Background: an optimization exercise with open tools, aiming at small area, a short achievable clock period and few clock cycles. Do not read the settings as production practice.
Only simulation tests tie the RTL to the original design; equivalence was not proved.
Power and IR drop assume default switching activity.

== v48 ==
## gmc4_core
module gmc4_core (
    input  wire       clk,
    input  wire       rst,
    input  wire       cmd_valid,
    output wire       cmd_ready,
    input  wire [2:0] cmd_op,
    input  wire [7:0] cmd_addr,
    input  wire [3:0] cmd_data,
    output reg  [3:0] rdata,
    output reg  [4:0] step_delay,
    output reg  [3:0] reg_a,
    output reg  [3:0] reg_b,
    output reg  [3:0] reg_y,
    output reg  [3:0] reg_z,
    output reg  [6:0] pc,
    output reg        flag,
    output reg  [3:0] display,
    output reg  [6:0] leds,
    output reg  [4:0] sound,
    output reg        halted,
    output reg        waiting
);
    localparam [2:0] CMD_STEP  = 3'd0,
                     CMD_SET   = 3'd1,
                     CMD_GET   = 3'd2,
                     CMD_KEY   = 3'd3,
                     CMD_HALT  = 3'd4,
                     CMD_SOFT  = 3'd5,
                     CMD_HARD  = 3'd6,
                     CMD_START = 3'd7;
    localparam [4:0] SND_NONE  = 5'd0,
                     SND_END   = 5'd1,
                     SND_ERROR = 5'd2,
                     SND_SHORT = 5'd3,
                     SND_LONG  = 5'd4;
    reg  [511:0] mem;           
    reg  [3:0]   sh_a, sh_b, sh_y, sh_z;
    reg          key_valid;
    reg  [3:0]   key_val;
    reg          runlatch;
    reg          rdy;           
    reg  [4:0]   rs0, rs1, rs2, rs3;
    reg  [1:0]   rot;
    reg          get_oor;       
    assign cmd_ready = rdy;
    wire accept   = cmd_valid && rdy;
    wire hard_rst = rst || (accept && cmd_op == CMD_HARD);
    wire [127:0] bank0, bank1, bank2, bank3;
    genvar gi;
    generate
        for (gi = 0; gi < 32; gi = gi + 1) begin : g_bank
            assign bank0[4*gi +: 4] = mem[4*(4*gi+0) +: 4];
            assign bank1[4*gi +: 4] = mem[4*(4*gi+1) +: 4];
            assign bank2[4*gi +: 4] = mem[4*(4*gi+2) +: 4];
            assign bank3[4*gi +: 4] = mem[4*(4*gi+3) +: 4];
        end
    endgenerate
    wire [3:0] q0 = bank0[{rs0, 2'b00} +: 4];
    wire [3:0] q1 = bank1[{rs1, 2'b00} +: 4];
    wire [3:0] q2 = bank2[{rs2, 2'b00} +: 4];
    wire [3:0] q3 = bank3[{rs3, 2'b00} +: 4];
    reg  [3:0] op, n1, n2;
  ...
export LEC_CHECK = 0
export CAP_MARGIN = 20
export CORE_MARGIN = 2
export CORE_UTILIZATION = 60
export SLEW_MARGIN = 20
create_clock -name core_clock -period 12.0 [get_ports {clk}]
standard.sh (not shown) runs the stock make flow with config.mk's settings and CLKGATE_MAP_FILE= SYNTH_SCRIPT=/design/flow/synth_recipe.tcl, a recipe that flattens the netlist after the stock synthesis.
==> flow/flow/run.sh <==
#!/bin/bash
# Standard layout (the standard.sh: unchanged synthesis, floorplan, place,
# CTS, route), with the resizer's setup target tightened: repair_timing works
# until the setup slack is at least SETUP_SLACK_MARGIN. The clock period and
# the constraints stay the design's. CTS adds no dummy loads. Each tool's
# output is in orfs/logs/.
set -euo pipefail
bash standard.sh SETUP_SLACK_MARGIN=7.5 \
  "CTS_ARGS=-sink_clustering_enable -repair_clock_nets -dont_use_dummy_load" \
  finish > standard.log 2>&1
Testbench counts of v48, summed over its fixed seeds: cycles 42,055.
The following lists how v39 was set up differently from v48:
==> flow/flow/run.sh <==
#!/bin/bash
# Standard layout (the standard.sh: unchanged synthesis, floorplan, place,
# CTS, route), with the resizer's setup target tightened: repair_timing works
# until the setup slack is at least SETUP_SLACK_MARGIN. The clock period and
# the constraints stay the design's. Every port still gets a buffer (buf_2).
# CTS adds no dummy loads and clusters up to 25 sinks per leaf buffer.
# Each tool's output is in orfs/logs/.
set -euo pipefail
bash standard.sh SETUP_SLACK_MARGIN=7.25 \
  "BUFFER_PORTS_ARGS=-buffer_cell sky130_fd_sc_hd__buf_2" \
  "CTS_ARGS=-sink_clustering_enable -repair_clock_nets -dont_use_dummy_load -sink_clustering_size 25 -sink_clustering_max_diameter 80" \
  finish > standard.log 2>&1
==> results.txt <==
Against v48, v39 comes in 4.8 points lower on power share of the clock group. Maximum frequency, v39 and v48: higher on v48. v48 has higher share of the core filled with cells than v39. The total power draw number comes out higher for v48 vs v39. [compare] base=v48 new=v39: routing usage on met1 higher; die area roughly the same; internal power contribution lower. NOTE: arrival time at the worst endpoint in v39 falls short of that of v48. Global-route usage ended up 0.79 points lower on v39 than on v48. v48 leaves more setup margin than v39.
diff inputs: v39 => v16
==> flow/flow/run.sh <==
#!/bin/bash
# Standard layout (the standard.sh: unchanged synthesis, floorplan, place,
# CTS, route), with the resizer's setup target tightened: repair_timing works
# until the setup slack is at least SETUP_SLACK_MARGIN. The clock period and
# the constraints stay the design's. CTS adds no dummy loads. Each tool's
# output is in orfs/logs/.
set -euo pipefail
bash standard.sh SETUP_SLACK_MARGIN=7.75 \
  "CTS_ARGS=-sink_clustering_enable -repair_clock_nets -dont_use_dummy_load" \
  finish > standard.log 2>&1
Results
On switching power: between v39 and v16, it ends up lower for v39.
The overall routing resource usage number comes out higher for v16 vs v39.
For the finished layout cell area, v16 came in about 11% higher than v39 did.
Taking v39 as the reference, in v16 iteration count of the initial detailed-routing pass now larger; count of buffers added by post-CTS timing repair for setup moved up; via count went up.
Number of global-route vias before repair: v16 vs v39 up 6.4%
## Diff of input files: v13 against v16
Settings: an added SETUP_SLACK_MARGIN of 5.
==> flow/run.sh (new file) <==
#!/bin/bash
# synth_recipe.tcl (not shown) runs the flow's synth.tcl, then flattens the netlist and writes it again
# the make line also repeats each setting of config.mk as NAME=value (left out here)
make -C /OpenROAD-flow-scripts/flow DESIGN_CONFIG=/design/flow/config.mk WORK_HOME=/design/flow/orfs CLKGATE_MAP_FILE= SYNTH_SCRIPT=/design/flow/synth_recipe.tcl finish
removed: flow/flow/run.sh
removed: flow/standard.sh
Results
Delta (v13 minus v16): final HPWL from detailed placement went down by 1.7%, area used by multi-input combinational logic has decreased.
Clock skew: v13 vs v16 up 0.020 ns
The count of routing violations after the opening detailed-route iteration number comes out lower for v13 vs v16.
Inputs modified between v13 and v53:
Settings: SETUP_SLACK_MARGIN: 5 -> unset.
==> flow/flow/run.sh (new file) <==
#!/bin/bash
# Standard layout (the standard.sh: unchanged synthesis, floorplan, place,
# CTS, route), with the resizer's setup target tightened: repair_timing works
# until the setup slack is at least SETUP_SLACK_MARGIN. The clock period and
# the constraints stay the design's. Every port still gets a buffer (buf_2).
# CTS adds no dummy loads and clusters up to 25 sinks per leaf buffer.
# Each tool's output is in orfs/logs/.
set -euo pipefail
bash standard.sh SETUP_SLACK_MARGIN=7.5 \
  "BUFFER_PORTS_ARGS=-buffer_cell sky130_fd_sc_hd__buf_2" \
  "CTS_ARGS=-sink_clustering_enable -repair_clock_nets -dont_use_dummy_load -sink_clustering_size 25 -sink_clustering_max_diameter 80" \
  finish > standard.log 2>&1
==> flow/standard.sh (new file) <==
#!/bin/bash
# synth_recipe.tcl (not shown) runs the flow's synth.tcl, then flattens the netlist and writes it again
# the make line also repeats each setting of config.mk as NAME=value (left out here)
make -C /OpenROAD-flow-scripts/flow DESIGN_CONFIG=/design/flow/config.mk WORK_HOME=/design/flow/orfs CLKGATE_MAP_FILE= SYNTH_SCRIPT=/design/flow/synth_recipe.tcl "${@:-finish}"
removed: flow/run.sh
[summary]
Going from v13 to v53, the power of the clock network was found to have gone down by 40%.
Total power of v53 is lower than that of v13.
Comparing v13 against v53, there is no change at all in largest buffer count on any clock path.
Changes observed in v53 relative to v13: relative contribution of sequential cells to total power climbed 3.9 points; global-route wire length before repair increased by about 1.4% relative to the old numbers; sequential share of layout area has remained practically unchanged; number of clock buffers inserted by TritonCTS -25; share of power burned in combinational logic increased 6.6 points.

== job 101 ==
Starting RTL as in the previous note.
Settings: LEC_CHECK=0, CAP_MARGIN=20, CORE_MARGIN=2, CORE_UTILIZATION=70, CTS_BUF_LIST=sky130_fd_sc_hd__clkbuf_4 sky130_fd_sc_hd__clkbuf_8, SLEW_MARGIN=20; clock period 12.0 ns.
==> flow/flow/run.sh <==
#!/bin/bash
# Standard layout (the standard.sh: unchanged synthesis, floorplan, place,
# CTS, route), with the resizer's setup target tightened: repair_timing works
# until the setup slack is at least SETUP_SLACK_MARGIN. The clock period and
# the constraints stay the design's. CTS adds no dummy loads. Each tool's
# output is in orfs/logs/.
set -euo pipefail
bash standard.sh SETUP_SLACK_MARGIN=7.5 \
  "CTS_ARGS=-sink_clustering_enable -repair_clock_nets -dont_use_dummy_load -buf_list {sky130_fd_sc_hd__clkbuf_4 sky130_fd_sc_hd__clkbuf_8}" \
  finish > standard.log 2>&1
The flow did not stop early for job 101: all stages ran, and the layout cleared the timing, DRC and antenna checks.
Testbench counts of job 101, summed over its fixed seeds: cycles 42,055.
Changes in job 102 relative to job 101:
- swapping 70 for 65 in CORE_UTILIZATION
- clearing CTS_BUF_LIST, which used to be sky130_fd_sc_hd__clkbuf_4 sky130_fd_sc_hd__clkbuf_8
==> flow/flow/run.sh <==
#!/bin/bash
# Standard layout (the standard.sh: unchanged synthesis, floorplan, place,
# CTS, route), with the resizer's setup target tightened: repair_timing works
# until the setup slack is at least SETUP_SLACK_MARGIN. The clock period and
# the constraints stay the design's. Every port still gets a buffer (buf_2).
# CTS adds no dummy loads and clusters up to 25 sinks per leaf buffer.
# Each tool's output is in orfs/logs/.
set -euo pipefail
bash standard.sh SETUP_SLACK_MARGIN=7.5 \
  "BUFFER_PORTS_ARGS=-buffer_cell sky130_fd_sc_hd__buf_2" \
  "CTS_ARGS=-sink_clustering_enable -repair_clock_nets -dont_use_dummy_load -sink_clustering_size 25 -sink_clustering_max_diameter 80" \
  finish > standard.log 2>&1
Notes after the runs:
Job 102 did not stop at any stage, and its layout met the timing, DRC and antenna checks.
Job 101: PASS, flow complete, no timing, DRC or antenna violations
Job 102 reports its highest metal layer with signal wires as met4 while job 101 reports met5.
The setup slack after layout of job 102 exceeds that of job 101 by 0.32 ns.
The headroom to the max-slew limit of job 102 was inferior to that of job 101.
In the flow results for job 101 and job 102, the count of buffers not belonging to the clock network in the layout is smaller on job 102.
Looking at layout overhead on the synthesized area, job 102 sits 5.5 points below job 101.
Part of the power in combinational logic, job 101 and job 102: smaller value in job 101
Job 102 ends up with a sequential group share of total power that is 3.9 points higher than in job 101.
[job 102 vs job 101] wire length per cell: lower in job 102
Delta(post-route fraction of the period consumed by the critical path, job 102 - job 101) < 0
Comparing job 101 and job 102, the lower wire length is on job 102.
Going from job 101 to job 102, post-route cell area now smaller; clock group share of total power now smaller.
Inputs modified between job 102 and job 103:
- CORE_UTILIZATION now 60, was 65
==> flow/flow/run.sh <==
#!/bin/bash
# Standard layout (the standard.sh: unchanged synthesis, floorplan, place,
# CTS, route), with the resizer's setup target tightened: repair_timing works
# until the setup slack is at least SETUP_SLACK_MARGIN. The clock period and
# the constraints stay the design's. Each tool's output is in orfs/logs/.
set -euo pipefail
bash standard.sh SETUP_SLACK_MARGIN=7.5 finish > standard.log 2>&1
Notes after the runs:
- Per the comparison of job 103 with job 102, total length of routed met2 wires picked up an extra 6.3%, combinational power picked up an extra about 8%, actual transition at the worst max-transition pin lost 0.24 ns.
- Run comparison: job 102 top routing layer in use met4; job 103 top routing layer in use met5
The following lists how job 104 was set up differently from job 103:
==> flow/flow/run.sh <==
#!/bin/bash
# Standard layout (the standard.sh: unchanged synthesis, floorplan, place,
# CTS, route), with the resizer's setup target tightened: repair_timing works
# until the setup slack is at least SETUP_SLACK_MARGIN. The clock period and
# the constraints stay the design's. CTS adds no dummy loads and clusters up
# to 30 sinks per leaf buffer. Each tool's output is in orfs/logs/.
set -euo pipefail
bash standard.sh SETUP_SLACK_MARGIN=7.5 \
  "CTS_ARGS=-sink_clustering_enable -repair_clock_nets -dont_use_dummy_load -sink_clustering_size 30 -sink_clustering_max_diameter 100" \
  finish > standard.log 2>&1
[summary]
- Job 103 → job 104: flip-flop and latch share of the layout cell area climbed 2.6 points, final critical delay including setup and external delays now larger, critical-path maximum fanout now smaller.

==> afterwards: timing with drivers on the ports <==
The flow's constraints put no driver on any port. The routed layouts listed below were extracted and timed again, unchanged, in two steps.
Step 1 (the two cells are an assumption about what drives the block):
set clk [get_ports {clk}]
set_driving_cell -lib_cell sky130_fd_sc_hd__clkbuf_16 $clk
set_driving_cell -lib_cell sky130_fd_sc_hd__buf_2 [delete_from_list [all_inputs] $clk]
Step 2, shift: input delay + t, output delay - t, t = (earliest + latest rising clock arrival at the registers) / 2. This alone moves slack from input paths to output paths.
Three values: ideal, step 1, step 2; two values: the first two.
run	shift t [ns]	setup slack, ns	worst setup path at the end	slew at the worst register clock pin (ns)	cell pins on the clock port's net
v48	0.665	7.455 / 7.437 / 6.932	input to register	0.07 / 0.07	1
v39	0.621	7.316 / 7.320 / 6.733	input to register	0.10 / 0.10	1
v16	0.680	7.449 / 7.449 / 7.095	input to register	0.07 / 0.07	1
v13	0.695	6.074 / 6.105 / 5.410	input to register	0.07 / 0.07	1
v53	0.627	7.381 / 7.424 / 6.797	input to register	0.10 / 0.10	1
job 101	0.762	7.157 / 7.183 / 6.420	input to register	0.10 / 0.10	1
job 102	0.663	7.477 / 7.477 / 6.852	input to register	0.10 / 0.10	1
job 103	0.690	7.487 / 7.427 / 6.875	input to register	0.07 / 0.07	1
job 104	0.631	7.399 / 7.399 / 6.914	input to register	0.11 / 0.11	1
After both steps every run listed still meets setup and hold. The setup slack of job 101, which loses most, moves by +0.026 ns with the drivers and by -0.737 ns with both steps.
